This design comes from an exercise in tuning for small area, a short achievable clock period and few clock cycles on the open sky130 flow, not from production work.
Only the layout flow was run in this run; the RTL was not checked for function there.
No activity file was given, so power comes from the tool's default toggle rates.

==> flow/design.v <==
module fm_demod (
    input  wire        clk,
    input  wire        rst,
    input  wire        cfg_valid,
    output wire        cfg_ready,
    input  wire [15:0] cfg_d,       
    input  wire [15:0] cfg_alpha,   
    input  wire        in_valid,
    output wire        in_ready,
    input  wire [7:0]  in_i,
    input  wire [7:0]  in_q,
    output reg         out_valid,
    output reg  [15:0] out_pcm
);
    localparam [2:0] S_IDLE   = 3'd0,
                     S_LOAD   = 3'd1,
                     S_CORDIC = 3'd2,
                     S_ACC    = 3'd3,
                     S_DIV    = 3'd4,
                     S_FILT   = 3'd5,
                     S_OUT    = 3'd6;
    localparam signed [19:0] HALF_PI = 20'sd102944;   
    localparam signed [15:0] PI_Q13  = 16'sd25736;    
    reg [2:0] state;
    reg [15:0] d_reg;
    reg [16:0] alpha;   
    reg signed [8:0]  prev_c, prev_d;
    reg signed [31:0] sum;
    reg [15:0]        count;
    reg signed [23:0] yprev;
    reg signed [8:0] cur_a, cur_b;
    reg signed [23:0] cx, cy;
    reg signed [19:0] cz;
    reg [3:0]         iter;
    reg               axis;       
    reg               axis_neg;   
    reg [31:0] div_rem;
    reg [31:0] div_quo;
    reg [5:0]  div_cnt;
    reg        div_neg;
    wire signed [15:0] avg = div_neg ? -div_quo[15:0] : div_quo[15:0];
    assign in_ready  = (state == S_IDLE);
    assign cfg_ready = (state == S_IDLE);
    wire signed [9:0] a_in = $signed({1'b0, in_i, 1'b0}) - 10'sd255;
    wire signed [9:0] b_in = $signed({1'b0, in_q, 1'b0}) - 10'sd255;
    wire signed [17:0] re = cur_a * prev_c + cur_b * prev_d;
    wire signed [17:0] im = cur_b * prev_c - cur_a * prev_d;
    wire signed [23:0] re_x = {{2{re[17]}}, re, 4'b0};
    wire signed [23:0] im_x = {{2{im[17]}}, im, 4'b0};
    function [19:0] atan_tab;
        input [3:0] i;
        case (i)
            4'd0:  atan_tab = 20'd51472;
            4'd1:  atan_tab = 20'd30386;
            4'd2:  atan_tab = 20'd16055;
            4'd3:  atan_tab = 20'd8150;
            4'd4:  atan_tab = 20'd4091;
            4'd5:  atan_tab = 20'd2047;
            4'd6:  atan_tab = 20'd1024;
            4'd7:  atan_tab = 20'd512;
            4'd8:  atan_tab = 20'd256;
            4'd9:  atan_tab = 20'd128;
            4'd10: atan_tab = 20'd64;
            4'd11: atan_tab = 20'd32;
            4'd12: atan_tab = 20'd16;
            4'd13: atan_tab = 20'd8;
            4'd14: atan_tab = 20'd4;
            default: atan_tab = 20'd2;
        endcase
    endfunction
    wire signed [23:0] cx_sh = cx >>> iter;
    wire signed [23:0] cy_sh = cy >>> iter;
    wire signed [19:0] ang   = atan_tab(iter);
    wire signed [19:0] cz_rnd = (cz + 20'sd4) >>> 3;
    wire signed [15:0] phi = axis ? (axis_neg ? PI_Q13 : 16'sd0) : cz_rnd[15:0];
    wire signed [23:0] avg_x = {avg, 8'b0};
    wire signed [17:0] alpha_s = {1'b0, alpha};
    wire signed [17:0] beta_s  = 18'sd65536 - alpha_s;
    wire signed [41:0] filt_sum = alpha_s * avg_x + beta_s * yprev;
    wire signed [41:0] filt_shr = filt_sum >>> 16;
    wire signed [23:0] y_new = filt_shr[23:0];
    wire signed [39:0] gained = yprev * 40'sd16000;
    wire signed [39:0] gained_t = gained[39] ? ((gained + 40'sd2097151) >>> 21)
                                             : (gained >>> 21);
    wire signed [15:0] pcm_clamped = (gained_t > 40'sd32767)  ? 16'sh7fff :
                                     (gained_t < -40'sd32768) ? 16'sh8000 :
                                     gained_t[15:0];
    wire signed [31:0] sum_next = sum + {{16{phi[15]}}, phi};
    wire [32:0] div_trial = {div_rem[30:0], div_quo[31]} - {17'b0, d_reg};
    always @(posedge clk) begin
        if (rst) begin
            state     <= S_IDLE;
            d_reg     <= 16'd1;
            alpha     <= 17'd65536;
            prev_c    <= 9'sd255;
            prev_d    <= 9'sd0;
            sum       <= 32'sd0;
            count     <= 16'd0;
            yprev     <= 24'sd0;
            cur_a     <= 9'sd0;
            cur_b     <= 9'sd0;
            cx        <= 24'sd0;
            cy        <= 24'sd0;
            cz        <= 20'sd0;
            iter      <= 4'd0;
            axis      <= 1'b0;
            axis_neg  <= 1'b0;
            div_rem   <= 32'd0;
            div_quo   <= 32'd0;
            div_cnt   <= 6'd0;
            div_neg   <= 1'b0;
            out_valid <= 1'b0;
            out_pcm   <= 16'd0;
        end else begin
            out_valid <= 1'b0;
            case (state)
                S_IDLE: begin
                    if (cfg_valid) begin
                        d_reg  <= (cfg_d == 16'd0) ? 16'd1 : cfg_d;
                        alpha  <= {1'b0, cfg_alpha} + 17'd1;
                        prev_c <= 9'sd255;
                        prev_d <= 9'sd0;
                        sum    <= 32'sd0;
                        count  <= 16'd0;
                        yprev  <= 24'sd0;
                    end else if (in_valid) begin
                        cur_a <= a_in[8:0];
                        cur_b <= b_in[8:0];
                        state <= S_LOAD;
                    end
                end
                S_LOAD: begin
                    if (re < 0) begin
                        if (im >= 0) begin
                            cx <= im_x;
                            cy <= -re_x;
                            cz <= HALF_PI;
                        end else begin
                            cx <= -im_x;
                            cy <= re_x;
                            cz <= -HALF_PI;
                        end
                    end else begin
                        cx <= re_x;
                        cy <= im_x;
                        cz <= 20'sd0;
                    end
                    axis     <= (im == 0);
                    axis_neg <= (re < 0);
                    iter     <= 4'd0;
                    prev_c   <= cur_a;
                    prev_d   <= cur_b;
                    state    <= S_CORDIC;
                end
                S_CORDIC: begin
                    if (cy >= 0) begin
                        cx <= cx + cy_sh;
                        cy <= cy - cx_sh;
                        cz <= cz + ang;
                    end else begin
                        cx <= cx - cy_sh;
                        cy <= cy + cx_sh;
                        cz <= cz - ang;
                    end
                    iter <= iter + 4'd1;
                    if (iter == 4'd15)
                        state <= S_ACC;
                end
                S_ACC: begin
                    if (count + 16'd1 == d_reg) begin
                        sum     <= 32'sd0;
                        count   <= 16'd0;
                        div_neg <= sum_next < 0;
                        div_rem <= 32'd0;
                        div_quo <= (sum_next < 0) ? -sum_next : sum_next;
                        div_cnt <= 6'd0;
                        state   <= S_DIV;
                    end else begin
                        sum   <= sum_next;
                        count <= count + 16'd1;
                        state <= S_IDLE;
                    end
                end
                S_DIV: begin
                    if (!div_trial[32]) begin
                        div_rem <= div_trial[31:0];
                        div_quo <= {div_quo[30:0], 1'b1};
                    end else begin
                        div_rem <= {div_rem[30:0], div_quo[31]};
                        div_quo <= {div_quo[30:0], 1'b0};
                    end
                    div_cnt <= div_cnt + 6'd1;
                    if (div_cnt == 6'd31)
                        state <= S_FILT;
                end
                S_FILT: begin
                    yprev <= y_new;
                    state <= S_OUT;
                end
                S_OUT: begin
                    out_valid <= 1'b1;
                    out_pcm   <= pcm_clamped;
                    state     <= S_IDLE;
                end
                default: state <= S_IDLE;
            endcase
        end
    end
endmodule
==> flow/run.sh <==
#!/bin/bash
# synth_recipe.tcl (not shown) runs the flow's synth.tcl, then flattens the netlist and writes it again
# the make line also repeats each setting of config.mk as NAME=value (left out here)
make -C /OpenROAD-flow-scripts/flow DESIGN_CONFIG=/design/flow/config.mk WORK_HOME=/design/flow/orfs CLKGATE_MAP_FILE= SYNTH_SCRIPT=/design/flow/synth_recipe.tcl finish
==> flow/config.mk <==
export PLATFORM = sky130hd
export DESIGN_NAME = fm_demod
export DESIGN_NICKNAME = fm_demod
export VERILOG_FILES = /design/flow/design.v
export SDC_FILE = /design/flow/constraint.sdc
export NUM_CORES = 4
export LEC_CHECK = 0
export CAP_MARGIN = 20
export CORE_MARGIN = 2
export CORE_UTILIZATION = 40
export SLEW_MARGIN = 20
==> flow/constraint.sdc <==
create_clock -name core_clock -period 12.0 [get_ports {clk}]
set_input_delay 2.4000 -clock core_clock [delete_from_list [all_inputs] [get_ports {clk}]]
set_output_delay 2.4000 -clock core_clock [all_outputs]
set_load 0.01 [all_outputs]
==> impl_metrics.csv <==
group,metric,value,unit
global_route,globalRouteOverflowTotal,0,
timing,final_worst_path_cycle_share,0.9435,
synth,predominant_post_synthesis_flop_cell,"sky130_fd_sc_hd__dfxtp_1",
cts,cts_root_buffer,"sky130_fd_sc_hd__clkbuf_16",
critical_path,slowest_stage,"sky130_fd_sc_hd__fa_1",
timing,setup_repair_after_global_routing_missed_its_margin,"no",
place,gp_congestion,0.8989,
die,die_h,407.2,µm
cts,max-clock-path-buffers,3,
timing,final-hold-violation-count,0,
power_and_ir_drop,p_sw_frac,0.5325,
critical_path,crit_type,"reg -> reg",
global_route,first_pass_grt_wire_length,290.5,mm
critical_path,timing.critical_path.fanout_max,11,
routing,detail_route.first_pass.iterations,5,
cts,worst_skew_pair.late_latency,640,ps
timing,post_layout_minimum_cycle_time,11320,ps
die,boundaryPins,71,
cts,clock_slew_at_reported_path_ffs,60,ps
synth,post_synth_instance_area,0.06502,mm²
run_status,outcome,"finished clean",
routing,wl,177.3,mm
timing,final_max_slew_viol_count,0,
die,initial_utilization,0.4040,
layout,drive_gt1_frac,0.05084,
synth,synth_top_cells_by_area,"sky130_fd_sc_hd__fa_1 (33%), sky130_fd_sc_hd__ha_1 (11%), sky130_fd_sc_hd__dfxtp_1 (9.8%)",
timing,final.hold.worst_slack,460.9,ps
power_and_ir_drop,switchingPower,7.317,mW
routing,drcViolationCount,0,
synth,post_synth_fa_ha_maj_area_fraction,0.4454,
critical_path,startpoint_type,"flop",
global_route,initial_antenna_violation_count,1,
die,design.core.area,0.1609,mm²
timing,worstMarginPinSlew,1128,ps
synth,synth-seq-cells,319,
layout,post-route-cell-area,0.06984,mm²
critical_path,regToRegStartpoint,"div_quo[1]",
die,die_w,407.2,µm
synth,synth_xor_area_frac,0.05706,
place,post-dp-hpwl,139.9,mm
synth,synthesis.nets,9230,
worst_hold_path,hp-class,"reg -> reg",
synth,ys.warnings.count,1,
place,dpl_cell_area,0.06823,mm²
cts,tritoncts,"done",
power_and_ir_drop,pwr-share-clk,0.105,
synth,share_of_synthesized_area_occupied_by_flip_flops_and_latches,0.09822,
synth,synth_top_family_by_area,"adder cells",
layout,regs_by_ff_count,"div_quo: 32 flops, sum: 32 flops, div_rem: 31 flops",
synth,synth-edff-count,0,
synth,synth_compound_area_frac,0.1130,
critical_path,cp_common_cell,"sky130_fd_sc_hd__fa_1",
critical_path,worst-r2r-setup-slack,680,ps
synth,proportion_of_synthesized_area_in_mux_cells,0.02731,
global_route,via_count_of_the_first_global_routing_pass,53224,
critical_path,worst-r2r-cell-count,41,
synth,async_flop_share,0,
timing,remaining_max_slew_budget_at_the_tightest_pin,0.2478,
timing,setup-violations-final,0,
power_and_ir_drop,power.combinational.fraction,0.798,
critical_path,critical_path_arrival,11850,ps
power_and_ir_drop,pwr_density_cell,196.7,mW/mm²
layout,post_route_utilization,0.4339,
critical_path,cp_slowest_stage_delay,530,ps
job,cap_viol_max_count,0,
routing,route.vias.total,51506,
layout,final_net_count,9102,
synth,share_of_yosys_cell_area_claimed_by_the_top_area_cell_type,0.3328,
power_and_ir_drop,sequential_fraction_of_design_power,0.098,
place,pre_cts_slack,353.3,ps
power_and_ir_drop,power_report.internal_total,6.423,mW
timing,timing.clock.skew,31.27,ps
worst_hold_path,number_of_instances_on_the_worst_hold_path,2,
critical_path,worst-endpoint-required,12530,ps
routing,drtAntennaViolNets,0,
die,die_area,0.1658,mm²
layout,area.growth.synth_to_final,7.407,%
timing,achievable-frequency,88.32,MHz
worst_hold_path,hold_path_end,"axis_neg",
global_route,grt_start_max_net_pins,151,
synth,postSynthAreaPerCell,8.655,µm²
synth,synth.distinct_cells,92,
global_route,gr-usage-all-layers,0.2159,
routing,routedWlPerCell,18.51,µm
routing,avgViaCountPerCell,5.378,
place,portBuffers,70,
critical_path,critical_path.reg2reg.endpoint,"yprev[23]",
power_and_ir_drop,max-vdd-ir-drop,0.6457,mV
power_and_ir_drop,leakage,32.18,nW
synth,post_synth_and_or_nand_nor_area_fraction,0.1718,
worst_hold_path,hold_path_startpoint,"axis_neg",
die,placementRows,147,
critical_path,critical_path.endpoint_type,"flop",
synth,post_synthesis_cell_count,7512,
synth,synth_top_area_cell,"sky130_fd_sc_hd__fa_1",
cts,cts.sinks,319,
cts,holdBufCountCts,0,
timing,setup_total_negative_slack,0,ps
cts,h-tree-depth,2,
cts,cts-buffers-inserted,45,
timing,setup_slack,677.5,ps
routing,drt_iter0_markers,3442,
[power by group through the flow]
stage	clock network [mW]	registers (mW)	logic, mW
3_5_place_dp	0	1.36	10.8
4_1_cts	1.47	1.34	10.9
3_3_place_gp	0	1.36	10.7
6_report	1.44	1.34	11.0
5_1_grt	1.51	1.35	12.0
2_1_floorplan	0	1.24	8.86
[synth_stat cells (103+ instances only)]
library cell and number:
sky130_fd_sc_hd__xor2_1 138, sky130_fd_sc_hd__inv_1 1120, sky130_fd_sc_hd__nor2_1 410, sky130_fd_sc_hd__dfxtp_1 319, sky130_fd_sc_hd__nand3_1 103, sky130_fd_sc_hd__nand2_1 927, sky130_fd_sc_hd__xnor2_1 283, sky130_fd_sc_hd__a21oi_1 352
sky130_fd_sc_hd__nor3_1 115, sky130_fd_sc_hd__o21ai_0 211, sky130_fd_sc_hd__ha_1 585, sky130_fd_sc_hd__fa_1 1081, sky130_fd_sc_hd__and2_1 389, sky130_fd_sc_hd__clkbuf_1 345
[worst max-delay path: cells and delay by family (launching register included)]
family	cells	cell delay (ps)
adders and majority gates	13	5850
AOI/OAI and AO/OA	14	3400
and+or+nand+nor	4	710
xor gates and xnor gates	3	530
buffers and inverters	7	420
DFF	1	330
[area by class of cell]
type / count / area (µm²)
Tap cell: 2160 / 2703
Fill cell: 15834 / 91100
Clock inverter: 14 / 229.0
Timing Repair Buffer: 201 / 1700
Clock buffer: 65 / 1313
Inverter: 1124 / 4219
Antenna cell: 1 / 2.502
Multi-Input combinational cell: 5693 / 53280
Sequential cell: 319 / 6392
[logic make-up after synthesis]
group	Yosys count
fa+ha+maj	1666
mux	118
buf+inv	1500
flops	319
compound gates	1152
simple gates	2335
xor+xnor	422
[metrics by stage]
| step | total power [mW] | cells |
|---|---|---|
| global placement | 12.09 | 9497 |
| finish | 13.74 | 9577 |
| CTS | 13.71 | 9576 |
| global route | 14.83 | 9577 |
| floorplan | 10.10 | 7512 |
| detailed placement | 12.15 | 9497 |
[per-layer routing]
metal  global-route usage  up-vias  part of all wire
met5                    0        -                 0
met4              0.05538        0             0.026
li1                     -    23998                 -
met3              0.02436      230             0.055
met2               0.3655     1309              0.48
met1               0.2932    25969              0.44
[what timing repair did]
action	in CTS	in global routing
gates resized for setup	0	13
setup buffers	0	0
endpoints found under the hold margin	0	0
setup endpoints to repair	0	6
[cell usage in the layout, fill, tap and decap left out, types with 15 or more instances in the layout]
cell type and instances:
sky130_fd_sc_hd__mux4_2 43, sky130_fd_sc_hd__xnor2_1 272, sky130_fd_sc_hd__o31ai_1 38, sky130_fd_sc_hd__o211ai_1 34, sky130_fd_sc_hd__xor2_1 130, sky130_fd_sc_hd__and4_1 15, sky130_fd_sc_hd__ha_1 585, sky130_fd_sc_hd__o21ai_0 208
sky130_fd_sc_hd__nand4_1 25, sky130_fd_sc_hd__o21bai_1 17, sky130_fd_sc_hd__or3_1 39, sky130_fd_sc_hd__nand3_1 103, sky130_fd_sc_hd__a221oi_1 16, sky130_fd_sc_hd__or2_2 50, sky130_fd_sc_hd__nor2_1 403, sky130_fd_sc_hd__and2_1 388
sky130_fd_sc_hd__a22o_1 17, sky130_fd_sc_hd__a211oi_1 63, sky130_fd_sc_hd__mux2i_1 57, sky130_fd_sc_hd__a31oi_1 49, sky130_fd_sc_hd__a21o_1 66, sky130_fd_sc_hd__nor4_1 32, sky130_fd_sc_hd__a21oi_1 352, sky130_fd_sc_hd__buf_4 130
sky130_fd_sc_hd__nor3_1 114, sky130_fd_sc_hd__clkbuf_16 46, sky130_fd_sc_hd__nand2b_1 72, sky130_fd_sc_hd__nand2_1 926, sky130_fd_sc_hd__dfxtp_1 314, sky130_fd_sc_hd__fa_1 1081, sky130_fd_sc_hd__o22ai_1 24, sky130_fd_sc_hd__o21a_1 48
sky130_fd_sc_hd__clkdlybuf4s50_1 69, sky130_fd_sc_hd__and3_1 46, sky130_fd_sc_hd__nand3b_1 20, sky130_fd_sc_hd__a22oi_1 79, sky130_fd_sc_hd__nor2b_1 39, sky130_fd_sc_hd__inv_1 1120
[worst max path at each step]
stage                           from         to  slack, ps  cells after the start
after global routing      div_quo[2]  yprev[23]         50                     44
after global placement    div_quo[2]  yprev[23]        350                     44
final                     div_quo[1]  yprev[23]        680                     41
after CTS                 div_quo[2]  yprev[23]        330                     40
after detailed placement  div_quo[2]  yprev[23]        350                     40
after floorplan           div_quo[2]  yprev[23]        870                     45

==> afterwards: timing with drivers on the ports <==
No port has a modelled driver above. Below, the same layout with a new extraction and two added sets of constraints.
Step 1, drivers: a clkbuf_16 drives clk and a buf_2 each remaining input, both assumed.
Step 2, shift: input delay + t, output delay - t, t = (earliest + latest rising clock arrival at the registers) / 2. This alone moves slack from input paths to output paths.
Slacks: ideal ports / drivers / drivers and shift; pairs: ideal ports / drivers.
t (ns): 0.698
setup WS [ns]: 0.677 / 0.677 / 0.677
hold slack, ns: 0.461 / 0.461 / 0.461
After both steps setup and hold are still met in this run. The setup slack of this run moves by 0.000 ns with the drivers and by 0.000 ns with both steps.
